Context: an optimization exercise on an open-source flow, tuned for small area, a short achievable clock period and few clock cycles. The choices shown serve that exercise and are no tape-out recipe.

==> 09-09: inputs <==
==> flow/design.v <==
module hmac_tag (
    input  wire        clk,
    input  wire        rst,
    input  wire        start,
    input  wire [31:0] key,
    input  wire [15:0] msg_len,
    output wire        ready,
    input  wire        in_valid,
    input  wire [7:0]  in_data,
    output wire        in_ready,
    output reg         done,
    output wire [31:0] tag
);
    localparam [2:0] B_NONE = 3'd0, B_KEYI = 3'd1, B_KEYO = 3'd2,
                     B_MSG1 = 3'd3, B_MSGN = 3'd4, B_OUT  = 3'd5;
    localparam [1:0] R_IDLE = 2'd0, R_RUN = 2'd1, R_SH = 2'd2;
    function [31:0] rotr(input [31:0] x, input integer n);
        rotr = (x >> n) | (x << (32 - n));
    endfunction
    function [31:0] bsig0(input [31:0] x);
        bsig0 = rotr(x, 2) ^ rotr(x, 13) ^ rotr(x, 22);
    endfunction
    function [31:0] bsig1(input [31:0] x);
        bsig1 = rotr(x, 6) ^ rotr(x, 11) ^ rotr(x, 25);
    endfunction
    function [31:0] ssig0(input [31:0] x);
        ssig0 = rotr(x, 7) ^ rotr(x, 18) ^ (x >> 3);
    endfunction
    function [31:0] ssig1(input [31:0] x);
        ssig1 = rotr(x, 17) ^ rotr(x, 19) ^ (x >> 10);
    endfunction
    localparam [2047:0] KTAB = {
        32'h428a2f98, 32'h71374491, 32'hb5c0fbcf, 32'he9b5dba5,
        32'h3956c25b, 32'h59f111f1, 32'h923f82a4, 32'hab1c5ed5,
        32'hd807aa98, 32'h12835b01, 32'h243185be, 32'h550c7dc3,
        32'h72be5d74, 32'h80deb1fe, 32'h9bdc06a7, 32'hc19bf174,
        32'he49b69c1, 32'hefbe4786, 32'h0fc19dc6, 32'h240ca1cc,
        32'h2de92c6f, 32'h4a7484aa, 32'h5cb0a9dc, 32'h76f988da,
        32'h983e5152, 32'ha831c66d, 32'hb00327c8, 32'hbf597fc7,
        32'hc6e00bf3, 32'hd5a79147, 32'h06ca6351, 32'h14292967,
        32'h27b70a85, 32'h2e1b2138, 32'h4d2c6dfc, 32'h53380d13,
        32'h650a7354, 32'h766a0abb, 32'h81c2c92e, 32'h92722c85,
        32'ha2bfe8a1, 32'ha81a664b, 32'hc24b8b70, 32'hc76c51a3,
        32'hd192e819, 32'hd6990624, 32'hf40e3585, 32'h106aa070,
        32'h19a4c116, 32'h1e376c08, 32'h2748774c, 32'h34b0bcb5,
        32'h391c0cb3, 32'h4ed8aa4a, 32'h5b9cca4f, 32'h682e6ff3,
        32'h748f82ee, 32'h78a5636f, 32'h84c87814, 32'h8cc70208,
        32'h90befffa, 32'ha4506ceb, 32'hbef9a3f7, 32'hc67178f2
    };
    reg         rdy_r, in_rdy_r;
    reg         bv;              
    reg  [7:0]  bd;
    reg  [23:0] acc;             
    reg  [1:0]  nacc;
    reg  [15:0] rem;             
    reg  [15:0] mlen;            
    reg         pend;            
    reg         khit;            
    reg  [31:0] key_c;
    reg         kvalid;
    reg  [2:0]  pb;
    reg  [5:0]  tin;
    reg         padded, fin;
    reg  [31:0] x0, x1, x2, x3, x4, x5, x6, x7, x8, x9, x10, x11, x12, x13, x14, x15;
    reg         xv;
    reg  [5:0]  tk;
    reg  [31:0] kw;
    reg         kv;
    reg  [2:0]  rb;
    reg  [1:0]  rs;
    reg  [5:0]  tr;
    reg  [1:0]  sc;              
    reg         doff, shld;      
    reg  [2:0]  rbn;
    reg  [31:0] a, b, c, d, e, f, g, h;
    reg  [31:0] ia0, ia1, ia2, ia3, ie0, ie1, ie2, ie3;    
    reg  [31:0] oa0, oa1, oa2, oa3, oe0, oe1, oe2, oe3;    
    reg  [31:0] ha0, ha1, ha2, ha3, he0, he1, he2, he3;    
    assign ready    = rdy_r;
    assign in_ready = in_rdy_r;
    assign tag      = ha3;
    wire accept = start & rdy_r;
    wire take   = in_valid & in_rdy_r;
    wire rfire  = (rs == R_RUN) & kv;
    wire kwfire = xv & (~kv | rfire);
    wire p_can  = ~xv | kwfire;
    wire is_msg   = (pb == B_MSG1) | (pb == B_MSGN);
    wire sched    = |tin[5:4];
    wire data_end = (rem == 16'd0) & ~bv;
    wire bword    = bv & (nacc == 2'd3);
    reg  [31:0] wgen;
    reg         gen_ok;
    wire [31:0] padp = {4{(pb == B_KEYI) ? 8'h36 : 8'h5c}};
    wire [19:0] bitlen = {mlen + 17'd64, 3'b000};
    reg  [31:0] padword;
    always @* begin
        case (nacc)
            2'd0: padword = 32'h80000000;
            2'd1: padword = {acc[7:0], 24'h800000};
            2'd2: padword = {acc[15:0], 16'h8000};
            default: padword = {acc[23:0], 8'h80};
        endcase
    end
    always @* begin
        wgen   = 32'd0;
        gen_ok = 1'b0;
        case (pb)
            B_KEYI, B_KEYO: begin
                gen_ok = 1'b1;
                wgen   = (tin[3:0] == 4'd0) ? (key_c ^ padp) : padp;
            end
            B_MSG1, B_MSGN: begin
                if (padded) begin
                    gen_ok = 1'b1;
                    wgen   = (tin[3:0] == 4'd15 && fin) ? {12'd0, bitlen} : 32'd0;
                end else if (bword) begin
                    gen_ok = 1'b1;
                    wgen   = {acc, bd};
                end else if (data_end) begin
                    gen_ok = 1'b1;
                    wgen   = padword;
                end
            end
            B_OUT: begin
                gen_ok = (rb == B_OUT) & (rs == R_RUN);
                case (tin[3:0])
                    4'd0: wgen = ha3;
                    4'd1: wgen = ha2;
                    4'd2: wgen = ha1;
                    4'd3: wgen = ha0;
                    4'd4: wgen = he3;
                    4'd5: wgen = he2;
                    4'd6: wgen = he1;
                    4'd7: wgen = he0;
                    4'd8: wgen = 32'h80000000;
                    4'd15: wgen = 32'h00000300;
                    default: wgen = 32'd0;
                endcase
            end
            default: ;
        endcase
    end
    wire [31:0] wsched = ssig1(x1) + x6 + ssig0(x14) + x15;
    wire        p_has  = (pb != B_NONE) & (sched ? ((pb != B_OUT) | (rb == B_OUT)) : gen_ok);
    wire        produce = p_has & p_can;
    wire [31:0] wnew   = sched ? wsched : wgen;
    wire prod_b   = produce & ~sched & is_msg & ~padded & bword;      
    wire prod_pad = produce & ~sched & is_msg & ~padded & ~bword;     
    wire bcons    = bv & ((nacc != 2'd3) | prod_b);
    reg fin_n;
    always @* begin
        fin_n = fin;
        if (prod_pad) fin_n = (tin <= 6'd13);
    end
    wire        pend_start = pend & ((pb == B_NONE) | (produce & (tin == 6'd63) & (pb == B_OUT)));
    wire        bend   = produce & (tin == 6'd63);
    wire        ptrans = bend | pend_start;
    reg  [2:0]  pb_n;
    always @* begin
        pb_n = pb;
        if (bend) begin
            case (pb)
                B_KEYI: pb_n = B_KEYO;
                B_KEYO: pb_n = B_MSG1;
                B_MSG1, B_MSGN: pb_n = ((padded | prod_pad) & fin_n) ? B_OUT : B_MSGN;
                default: pb_n = B_NONE;
            endcase
        end
        if (pend_start)
            pb_n = khit ? B_MSG1 : B_KEYI;
    end
    wire ffs = (rs == R_SH) & doff;
    wire lds = (rs == R_SH) & shld;
    reg  [31:0] iva, ive;
    always @* begin
        case (sc)
            2'd0: begin iva = 32'ha54ff53a; ive = 32'h5be0cd19; end
            2'd1: begin iva = 32'h3c6ef372; ive = 32'h1f83d9ab; end
            2'd2: begin iva = 32'hbb67ae85; ive = 32'h9b05688c; end
            default: begin iva = 32'h6a09e667; ive = 32'h510e527f; end
        endcase
    end
    reg  [31:0] cha, che;
    always @* begin
        case (rb)
            B_MSG1:  begin cha = ia0; che = ie0; end
            B_MSGN:  begin cha = ha0; che = he0; end
            B_OUT:   begin cha = oa0; che = oe0; end
            default: begin cha = iva; che = ive; end
        endcase
    end
    wire [31:0] suma = cha + d;
    wire [31:0] sume = che + h;
    reg  [31:0] nxa, nxe;
    always @* begin
        case (rbn)
            B_MSG1:  begin nxa = ia0; nxe = ie0; end
            B_MSGN:  begin nxa = suma; nxe = sume; end
            B_OUT:   begin nxa = oa0; nxe = oe0; end
            default: begin nxa = iva; nxe = ive; end
        endcase
    end
    wire [31:0] ch  = (e & f) ^ (~e & g);
    wire [31:0] maj = (a & b) ^ (a & c) ^ (b & c);
    wire [31:0] s1e = bsig1(e);
    wire [31:0] s0a = bsig0(a);
    wire [31:0] ap1 = s0a ^ maj ^ s1e;
    wire [31:0] aq1 = {((s0a & maj) | (s0a & s1e) | (maj & s1e)), 1'b0} >> 0;
    wire [31:0] ar1 = h ^ kw ^ ch;
    wire [31:0] as1 = {((h & kw) | (h & ch) | (kw & ch)), 1'b0} >> 0;
    wire [31:0] ap2 = ap1 ^ aq1 ^ ar1;
    wire [31:0] aq2 = {((ap1 & aq1) | (ap1 & ar1) | (aq1 & ar1)), 1'b0} >> 0;
    wire [31:0] ap3 = ap2 ^ aq2 ^ as1;
    wire [31:0] aq3 = {((ap2 & aq2) | (ap2 & as1) | (aq2 & as1)), 1'b0} >> 0;
    wire [31:0] a_n = ap3 + aq3;
    wire [31:0] ep0 = d ^ h ^ kw;
    wire [31:0] eq0 = {((d & h) | (d & kw) | (h & kw)), 1'b0} >> 0;
    wire [31:0] ep1 = ep0 ^ eq0 ^ s1e;
    wire [31:0] eq1 = {((ep0 & eq0) | (ep0 & s1e) | (eq0 & s1e)), 1'b0} >> 0;
    wire [31:0] ep2 = ep1 ^ eq1 ^ ch;
    wire [31:0] eq2 = {((ep1 & eq1) | (ep1 & ch) | (eq1 & ch)), 1'b0} >> 0;
    wire [31:0] e_n = ep2 + eq2;
    wire [1:0] nacc_n = (prod_b | prod_pad) ? 2'd0 : (bcons ? nacc + 2'd1 : nacc);
    wire       bv_n   = take | (bv & ~bcons);
    wire [15:0] rem_n = accept ? msg_len : (rem - {15'd0, take});
    wire       xv_n   = produce | (xv & ~kwfire);
    wire       padded_n = ptrans ? ((pb_n == B_MSGN) & padded) : (padded | prod_pad);
    wire       sched_n  = ptrans ? 1'b0 : (produce ? (tin >= 6'd15) : sched);
    wire       msg_n    = (pb_n == B_MSG1) | (pb_n == B_MSGN);
    wire       pw_ok_n  = msg_n & ~sched_n & ~padded_n & ~xv_n;
    wire       pend_n   = accept | (pend & ~pend_start);
    always @(posedge clk) begin
        if (take) bd <= in_data;
        if (bcons & ~prod_b & (nacc != 2'd3)) acc <= {acc[15:0], bd};
        if (accept) begin
            mlen <= msg_len;
            if (!(kvalid && key == key_c)) key_c <= key;
        end
        if (produce) begin
            {x15, x14, x13, x12, x11, x10, x9, x8, x7, x6, x5, x4, x3, x2, x1}
                <= {x14, x13, x12, x11, x10, x9, x8, x7, x6, x5, x4, x3, x2, x1, x0};
            x0 <= wnew;
        end
        if (kwfire) kw <= KTAB[2047 - 32*tk -: 32] + x0;
        if (rfire | (rs == R_SH)) begin
            h <= g; g <= f; f <= e;
            d <= c; c <= b; b <= a;
            a <= rfire ? a_n : nxa;
            e <= rfire ? e_n : nxe;
        end
        if ((ffs & (rb == B_KEYI || rb == B_MSG1)) | (lds & (rbn == B_MSG1))) begin
            {ia0, ia1, ia2} <= {ia1, ia2, ia3};
            {ie0, ie1, ie2} <= {ie1, ie2, ie3};
            ia3 <= (ffs & (rb == B_KEYI)) ? suma : ia0;
            ie3 <= (ffs & (rb == B_KEYI)) ? sume : ie0;
        end
        if ((ffs & (rb == B_KEYO || rb == B_OUT)) | (lds & (rbn == B_OUT))) begin
            {oa0, oa1, oa2} <= {oa1, oa2, oa3};
            {oe0, oe1, oe2} <= {oe1, oe2, oe3};
            oa3 <= (ffs & (rb == B_KEYO)) ? suma : oa0;
            oe3 <= (ffs & (rb == B_KEYO)) ? sume : oe0;
        end
        if (ffs & (rb == B_MSG1 || rb == B_MSGN || rb == B_OUT)) begin
            {ha0, ha1, ha2, ha3} <= {ha1, ha2, ha3, suma};
            {he0, he1, he2, he3} <= {he1, he2, he3, sume};
        end
        if (rst) begin
            rdy_r    <= 1'b1;
            in_rdy_r <= 1'b0;
            bv       <= 1'b0;
            nacc     <= 2'd0;
            rem      <= 16'd0;
            pend     <= 1'b0;
            khit     <= 1'b0;
            kvalid   <= 1'b0;
            pb       <= B_NONE;
            tin      <= 6'd0;
            padded   <= 1'b0;
            fin      <= 1'b0;
            xv       <= 1'b0;
            tk       <= 6'd0;
            kv       <= 1'b0;
            rb       <= B_NONE;
            rs       <= R_IDLE;
            tr       <= 6'd0;
            sc       <= 2'd0;
            doff     <= 1'b0;
            shld     <= 1'b0;
            rbn      <= B_NONE;
            done     <= 1'b0;
        end else begin
            bv       <= bv_n;
            nacc     <= nacc_n;
            rem      <= rem_n;
            pend     <= pend_n;
            rdy_r    <= ~pend_n & ((pb_n == B_OUT) | (pb_n == B_NONE));
            in_rdy_r <= (rem_n != 16'd0) & (~bv_n | (nacc_n != 2'd3) | pw_ok_n);
            if (accept) begin
                khit <= kvalid & (key == key_c);
                if (!(kvalid && key == key_c)) kvalid <= 1'b0;
            end
            pb     <= pb_n;
            padded <= padded_n;
            fin    <= ptrans ? ((pb_n == B_MSGN) & padded) : fin_n;
            if (ptrans) tin <= 6'd0;
            else if (produce) tin <= tin + 6'd1;
            xv <= xv_n;
            if (kwfire) tk <= tk + 6'd1;
            kv <= kwfire | (kv & ~rfire);
            if (rfire) tr <= tr + 6'd1;
            done <= 1'b0;
            case (rs)
                R_IDLE: if (pb != B_NONE) begin
                    rs <= R_SH; sc <= 2'd0; doff <= 1'b0; shld <= 1'b1; rbn <= pb;
                end
                R_RUN: if (rfire && tr == 6'd63) begin
                    rs <= R_SH; sc <= 2'd0; doff <= 1'b1;
                    shld <= (pb != B_NONE); rbn <= pb;
                end
                default: begin  
                    sc <= sc + 2'd1;
                    if (sc == 2'd3) begin
                        if (doff && rb == B_KEYO) kvalid <= 1'b1;
                        if (doff && rb == B_OUT)  done   <= 1'b1;
                        if (shld) begin rb <= rbn; rs <= R_RUN; end
                        else begin rb <= B_NONE; rs <= R_IDLE; end
                    end
                end
            endcase
        end
    end
endmodule
==> flow/run.sh <==
#!/bin/bash
# synth_recipe.tcl (not shown) runs the flow's synth.tcl, then flattens the netlist and writes it again
# the make line also repeats each setting of config.mk as NAME=value (left out here)
make -C /OpenROAD-flow-scripts/flow DESIGN_CONFIG=/design/flow/config.mk WORK_HOME=/design/flow/orfs CLKGATE_MAP_FILE= SYNTH_SCRIPT=/design/flow/synth_recipe.tcl finish
==> flow/config.mk <==
export PLATFORM = sky130hd
export DESIGN_NAME = hmac_tag
export DESIGN_NICKNAME = hmac_tag
export VERILOG_FILES = /design/flow/design.v
export SDC_FILE = /design/flow/constraint.sdc
export NUM_CORES = 4
export LEC_CHECK = 0
export ABC_CLOCK_PERIOD_IN_PS = 4000
export CAP_MARGIN = 20
export CORE_MARGIN = 2
export CORE_UTILIZATION = 40
export SETUP_SLACK_MARGIN = 5
export SLEW_MARGIN = 20
==> flow/constraint.sdc <==
create_clock -name core_clock -period 10.0 [get_ports {clk}]
set_input_delay 2.0000 -clock core_clock [delete_from_list [all_inputs] [get_ports {clk}]]
set_output_delay 2.0000 -clock core_clock [all_outputs]
set_load 0.01 [all_outputs]
==> inputs of 07-11, as changes to 09-09 <==
==> flow/design.v, changed modules only <==
module hmac_tag (
    input  wire        clk,
    input  wire        rst,
    input  wire        start,
    input  wire [31:0] key,
    input  wire [15:0] msg_len,
    output wire        ready,
    input  wire        in_valid,
    input  wire [7:0]  in_data,
    output wire        in_ready,
    output reg         done,
    output wire [31:0] tag
);
    localparam [2:0] B_NONE = 3'd0, B_KEYI = 3'd1, B_KEYO = 3'd2,
                     B_MSG1 = 3'd3, B_MSGN = 3'd4, B_OUT  = 3'd5;
    localparam [1:0] R_IDLE = 2'd0, R_RUN = 2'd1, R_UPD = 2'd2;
    function [31:0] rotr(input [31:0] x, input integer n);
        rotr = (x >> n) | (x << (32 - n));
    endfunction
    function [31:0] bsig0(input [31:0] x);
        bsig0 = rotr(x, 2) ^ rotr(x, 13) ^ rotr(x, 22);
    endfunction
    function [31:0] bsig1(input [31:0] x);
        bsig1 = rotr(x, 6) ^ rotr(x, 11) ^ rotr(x, 25);
    endfunction
    function [31:0] ssig0(input [31:0] x);
        ssig0 = rotr(x, 7) ^ rotr(x, 18) ^ (x >> 3);
    endfunction
    function [31:0] ssig1(input [31:0] x);
        ssig1 = rotr(x, 17) ^ rotr(x, 19) ^ (x >> 10);
    endfunction
    localparam [2047:0] KTAB = {
        32'h428a2f98, 32'h71374491, 32'hb5c0fbcf, 32'he9b5dba5,
        32'h3956c25b, 32'h59f111f1, 32'h923f82a4, 32'hab1c5ed5,
        32'hd807aa98, 32'h12835b01, 32'h243185be, 32'h550c7dc3,
        32'h72be5d74, 32'h80deb1fe, 32'h9bdc06a7, 32'hc19bf174,
        32'he49b69c1, 32'hefbe4786, 32'h0fc19dc6, 32'h240ca1cc,
        32'h2de92c6f, 32'h4a7484aa, 32'h5cb0a9dc, 32'h76f988da,
        32'h983e5152, 32'ha831c66d, 32'hb00327c8, 32'hbf597fc7,
        32'hc6e00bf3, 32'hd5a79147, 32'h06ca6351, 32'h14292967,
        32'h27b70a85, 32'h2e1b2138, 32'h4d2c6dfc, 32'h53380d13,
        32'h650a7354, 32'h766a0abb, 32'h81c2c92e, 32'h92722c85,
        32'ha2bfe8a1, 32'ha81a664b, 32'hc24b8b70, 32'hc76c51a3,
        32'hd192e819, 32'hd6990624, 32'hf40e3585, 32'h106aa070,
        32'h19a4c116, 32'h1e376c08, 32'h2748774c, 32'h34b0bcb5,
        32'h391c0cb3, 32'h4ed8aa4a, 32'h5b9cca4f, 32'h682e6ff3,
        32'h748f82ee, 32'h78a5636f, 32'h84c87814, 32'h8cc70208,
        32'h90befffa, 32'ha4506ceb, 32'hbef9a3f7, 32'hc67178f2
    };
    reg         rdy_r, in_rdy_r;
    reg         bv;              
    reg  [7:0]  bd;
    reg  [23:0] acc;             
    reg  [1:0]  nacc;
    reg  [15:0] rem;             
    reg  [15:0] mlen;            
    reg         pend;            
    reg         khit;            
    reg  [31:0] key_c;
    reg         kvalid;
    reg  [2:0]  pb;
    reg  [5:0]  tin;
    reg         padded, fin;
    reg  [31:0] x0, x1, x2, x3, x4, x5, x6, x7, x8, x9, x10, x11, x12, x13, x14, x15;
    reg         xv;
    reg  [5:0]  tk;
    reg  [31:0] kw;
    reg         kv;
    reg  [2:0]  rb;
    reg  [1:0]  rs;
    reg  [5:0]  tr;
    reg  [31:0] a, b, c, d, e, f, g, h;
    reg  [31:0] ia0, ia1, ia2, ia3, ie0, ie1, ie2, ie3;    
    reg  [31:0] oa0, oa1, oa2, oa3, oe0, oe1, oe2, oe3;    
    reg  [31:0] ha0, ha1, ha2, ha3, he0, he1, he2, he3;    
    assign ready    = rdy_r;
    assign in_ready = in_rdy_r;
    assign tag      = ha3;
    wire accept = start & rdy_r;
    wire take   = in_valid & in_rdy_r;
    wire rfire  = (rs == R_RUN) & kv;
    wire kwfire = xv & (~kv | rfire);
    wire p_can  = ~xv | kwfire;
    wire is_msg   = (pb == B_MSG1) | (pb == B_MSGN);
    wire sched    = |tin[5:4];
    wire data_end = (rem == 16'd0) & ~bv;
    wire bword    = bv & (nacc == 2'd3);
    reg  [31:0] wgen;
    reg         gen_ok;
    wire [31:0] padp = {4{(pb == B_KEYI) ? 8'h36 : 8'h5c}};
    wire [19:0] bitlen = {mlen + 17'd64, 3'b000};
    reg  [31:0] padword;
    always @* begin
        case (nacc)
            2'd0: padword = 32'h80000000;
            2'd1: padword = {acc[7:0], 24'h800000};
            2'd2: padword = {acc[15:0], 16'h8000};
            default: padword = {acc[23:0], 8'h80};
        endcase
    end
    always @* begin
        wgen   = 32'd0;
        gen_ok = 1'b0;
        case (pb)
            B_KEYI, B_KEYO: begin
                gen_ok = 1'b1;
                wgen   = (tin[3:0] == 4'd0) ? (key_c ^ padp) : padp;
            end
            B_MSG1, B_MSGN: begin
                if (padded) begin
                    gen_ok = 1'b1;
                    wgen   = (tin[3:0] == 4'd15 && fin) ? {12'd0, bitlen} : 32'd0;
                end else if (bword) begin
                    gen_ok = 1'b1;
                    wgen   = {acc, bd};
                end else if (data_end) begin
                    gen_ok = 1'b1;
                    wgen   = padword;
                end
            end
            B_OUT: begin
                gen_ok = (rb == B_OUT) & (rs == R_RUN);
                case (tin[3:0])
                    4'd0: wgen = ha3;
                    4'd1: wgen = ha2;
                    4'd2: wgen = ha1;
                    4'd3: wgen = ha0;
                    4'd4: wgen = he3;
                    4'd5: wgen = he2;
                    4'd6: wgen = he1;
                    4'd7: wgen = he0;
                    4'd8: wgen = 32'h80000000;
                    4'd15: wgen = 32'h00000300;
                    default: wgen = 32'd0;
                endcase
            end
            default: ;
        endcase
    end
    wire [31:0] wsched = ssig1(x1) + x6 + ssig0(x14) + x15;
    wire        p_has  = (pb != B_NONE) & (sched ? ((pb != B_OUT) | (rb == B_OUT)) : gen_ok);
    wire        produce = p_has & p_can;
    wire [31:0] wnew   = sched ? wsched : wgen;
    wire prod_b   = produce & ~sched & is_msg & ~padded & bword;      
    wire prod_pad = produce & ~sched & is_msg & ~padded & ~bword;     
    wire bcons    = bv & ((nacc != 2'd3) | prod_b);
    reg fin_n;
    always @* begin
        fin_n = fin;
        if (prod_pad) fin_n = (tin <= 6'd13);
    end
    wire        pend_start = pend & ((pb == B_NONE) | (produce & (tin == 6'd63) & (pb == B_OUT)));
    wire        bend   = produce & (tin == 6'd63);
    wire        ptrans = bend | pend_start;
    reg  [2:0]  pb_n;
    always @* begin
        pb_n = pb;
        if (bend) begin
            case (pb)
                B_KEYI: pb_n = B_KEYO;
                B_KEYO: pb_n = B_MSG1;
                B_MSG1, B_MSGN: pb_n = ((padded | prod_pad) & fin_n) ? B_OUT : B_MSGN;
                default: pb_n = B_NONE;
            endcase
        end
        if (pend_start)
            pb_n = khit ? B_MSG1 : B_KEYI;
    end
    wire ffs = (rfire & (tr >= 6'd61)) | (rs == R_UPD);
    reg  [31:0] iva, ive;
    always @* begin
        case (tr[1:0])
            2'd1: begin iva = 32'ha54ff53a; ive = 32'h5be0cd19; end
            2'd2: begin iva = 32'h3c6ef372; ive = 32'h1f83d9ab; end
            2'd3: begin iva = 32'hbb67ae85; ive = 32'h9b05688c; end
            default: begin iva = 32'h6a09e667; ive = 32'h510e527f; end
        endcase
    end
    reg  [31:0] cha, che;
    always @* begin
        case (rb)
            B_MSG1:  begin cha = ia0; che = ie0; end
            B_MSGN:  begin cha = ha0; che = he0; end
            B_OUT:   begin cha = oa0; che = oe0; end
            default: begin cha = iva; che = ive; end
        endcase
    end
    wire [31:0] suma = cha + a;
    wire [31:0] sume = che + e;
    wire lds = ((rs == R_UPD) & (pb != B_NONE) & (pb != B_MSGN)) |
               ((rs == R_IDLE) & (pb != B_NONE));
    reg  [255:0] src;
    always @* begin
        case (pb)
            B_MSG1:  src = {ia3, ia2, ia1, ia0, ie3, ie2, ie1, ie0};
            B_MSGN:  src = {ha3, ha2, ha1, ha0, he3, he2, he1, he0};
            B_OUT:   src = {oa3, oa2, oa1, oa0, oe3, oe2, oe1, oe0};
            default: src = {32'h6a09e667, 32'hbb67ae85, 32'h3c6ef372, 32'ha54ff53a,
                            32'h510e527f, 32'h9b05688c, 32'h1f83d9ab, 32'h5be0cd19};
        endcase
    end
    wire [31:0] ch  = (e & f) ^ (~e & g);
    wire [31:0] maj = (a & b) ^ (a & c) ^ (b & c);
    wire [31:0] t1  = h + kw + bsig1(e) + ch;
    wire [31:0] a_n = t1 + bsig0(a) + maj;
    wire [31:0] e_n = d + t1;
    wire [1:0] nacc_n = (prod_b | prod_pad) ? 2'd0 : (bcons ? nacc + 2'd1 : nacc);
    wire       bv_n   = take | (bv & ~bcons);
    wire [15:0] rem_n = accept ? msg_len : (rem - {15'd0, take});
    wire       xv_n   = produce | (xv & ~kwfire);
    wire       padded_n = ptrans ? ((pb_n == B_MSGN) & padded) : (padded | prod_pad);
    wire       sched_n  = ptrans ? 1'b0 : (produce ? (tin >= 6'd15) : sched);
    wire       msg_n    = (pb_n == B_MSG1) | (pb_n == B_MSGN);
    wire       pw_ok_n  = msg_n & ~sched_n & ~padded_n & ~xv_n;
    wire       pend_n   = accept | (pend & ~pend_start);
    always @(posedge clk) begin
        if (take) bd <= in_data;
        if (bcons & ~prod_b & (nacc != 2'd3)) acc <= {acc[15:0], bd};
        if (accept) begin
            mlen <= msg_len;
            if (!(kvalid && key == key_c)) key_c <= key;
        end
        if (produce) begin
            {x15, x14, x13, x12, x11, x10, x9, x8, x7, x6, x5, x4, x3, x2, x1}
                <= {x14, x13, x12, x11, x10, x9, x8, x7, x6, x5, x4, x3, x2, x1, x0};
            x0 <= wnew;
        end
        if (kwfire) kw <= KTAB[2047 - 32*tk -: 32] + x0;
        if (lds) begin
            {a, b, c, d, e, f, g, h} <= src;
        end else if (rfire) begin
            h <= g; g <= f; f <= e; e <= e_n;
            d <= c; c <= b; b <= a; a <= a_n;
        end
        if (ffs) begin
            if (rb == B_KEYI || rb == B_MSG1) begin
                {ia0, ia1, ia2} <= {ia1, ia2, ia3};
                {ie0, ie1, ie2} <= {ie1, ie2, ie3};
                ia3 <= (rb == B_KEYI) ? suma : ia0;
                ie3 <= (rb == B_KEYI) ? sume : ie0;
            end
            if (rb == B_KEYO || rb == B_OUT) begin
                {oa0, oa1, oa2} <= {oa1, oa2, oa3};
                {oe0, oe1, oe2} <= {oe1, oe2, oe3};
                oa3 <= (rb == B_KEYO) ? suma : oa0;
                oe3 <= (rb == B_KEYO) ? sume : oe0;
            end
            if (rb == B_MSG1 || rb == B_MSGN || rb == B_OUT) begin
                {ha0, ha1, ha2, ha3} <= {ha1, ha2, ha3, suma};
                {he0, he1, he2, he3} <= {he1, he2, he3, sume};
            end
        end
        if (rst) begin
            rdy_r    <= 1'b1;
            in_rdy_r <= 1'b0;
            bv       <= 1'b0;
            nacc     <= 2'd0;
            rem      <= 16'd0;
            pend     <= 1'b0;
            khit     <= 1'b0;
            kvalid   <= 1'b0;
            pb       <= B_NONE;
            tin      <= 6'd0;
            padded   <= 1'b0;
            fin      <= 1'b0;
            xv       <= 1'b0;
            tk       <= 6'd0;
            kv       <= 1'b0;
            rb       <= B_NONE;
            rs       <= R_IDLE;
            tr       <= 6'd0;
            done     <= 1'b0;
        end else begin
            bv       <= bv_n;
            nacc     <= nacc_n;
            rem      <= rem_n;
            pend     <= pend_n;
            rdy_r    <= ~pend_n & ((pb_n == B_OUT) | (pb_n == B_NONE));
            in_rdy_r <= (rem_n != 16'd0) & (~bv_n | (nacc_n != 2'd3) | pw_ok_n);
            if (accept) begin
                khit <= kvalid & (key == key_c);
                if (!(kvalid && key == key_c)) kvalid <= 1'b0;
            end
            pb     <= pb_n;
            padded <= padded_n;
            fin    <= ptrans ? ((pb_n == B_MSGN) & padded) : fin_n;
            if (ptrans) tin <= 6'd0;
            else if (produce) tin <= tin + 6'd1;
            xv <= xv_n;
            if (kwfire) tk <= tk + 6'd1;
            kv <= kwfire | (kv & ~rfire);
            if (rfire) tr <= tr + 6'd1;
            done <= 1'b0;
            case (rs)
                R_IDLE: if (lds) begin rb <= pb; rs <= R_RUN; end
                R_RUN:  if (rfire && tr == 6'd63) rs <= R_UPD;
                default: begin  
                    if (rb == B_KEYO) kvalid <= 1'b1;
                    if (rb == B_OUT)  done   <= 1'b1;
                    if (lds) begin rb <= pb; rs <= R_RUN; end
                    else begin rb <= B_NONE; rs <= R_IDLE; end
                end
            endcase
        end
    end
endmodule
ABC_CLOCK_PERIOD_IN_PS = unset   (was 4000)
SETUP_SLACK_MARGIN = unset   (was 5)
==> run notes <==
- Post-synth cell types: 95
- Initial antenna violation count: 8
- Reg clk slew, reported paths: 0.06 ns
- Outcome: finished clean
- Seq_cells: 1710
- Vias in the first global route: 53.34k
- Mean post-synth cell area: 13.24 sq um
- GRT Overall Usage: 0.2629
- Fillers: 18.19k
# the run above: 09-09

==> run notes <==
- Reg clk slew, reported paths: 0.07 ns
- Outcome: finished clean
- Seq_cells: 1703
- Vias in the first global route: 59.74k
- GRT Overall Usage: 0.2767
# the run above: 07-11

No functional check of the RTL was part of any run of this note.

## port drivers added, routing unchanged
How much do the figures lean on ideal ports? The routed layouts below were timed once more, with nothing changed but the port constraints. Step 1 (the two cells are an assumption about what drives the block):
set clk [get_ports {clk}]
set_driving_cell -lib_cell sky130_fd_sc_hd__clkbuf_16 $clk
set_driving_cell -lib_cell sky130_fd_sc_hd__buf_2 [delete_from_list [all_inputs] $clk]
Step 2 adds t to the input delays and takes it off the output delays; t is the mean of the earliest and latest rising clock arrival at the registers after step 1. Input paths then give back, and output paths get back, about the clock's delay inside the block. Slacks: no drivers / after step 1 / after step 2; pairs: no drivers / after step 1.
run	t (ns)	setup slack, ns	worst hold slack (ns)	cell pins on the clock port's net
09-09	0.916	4.733 / 4.733 / 4.609	0.402 / 0.402 / 0.402	1
07-11	0.937	2.120 / 2.120 / 2.120	0.366 / 0.366 / 0.366	1
After both steps setup and hold are still met in every run listed. For 09-09, which loses most, drivers alone change the setup slack by 0.000 ns; drivers and shift together by -0.124 ns.
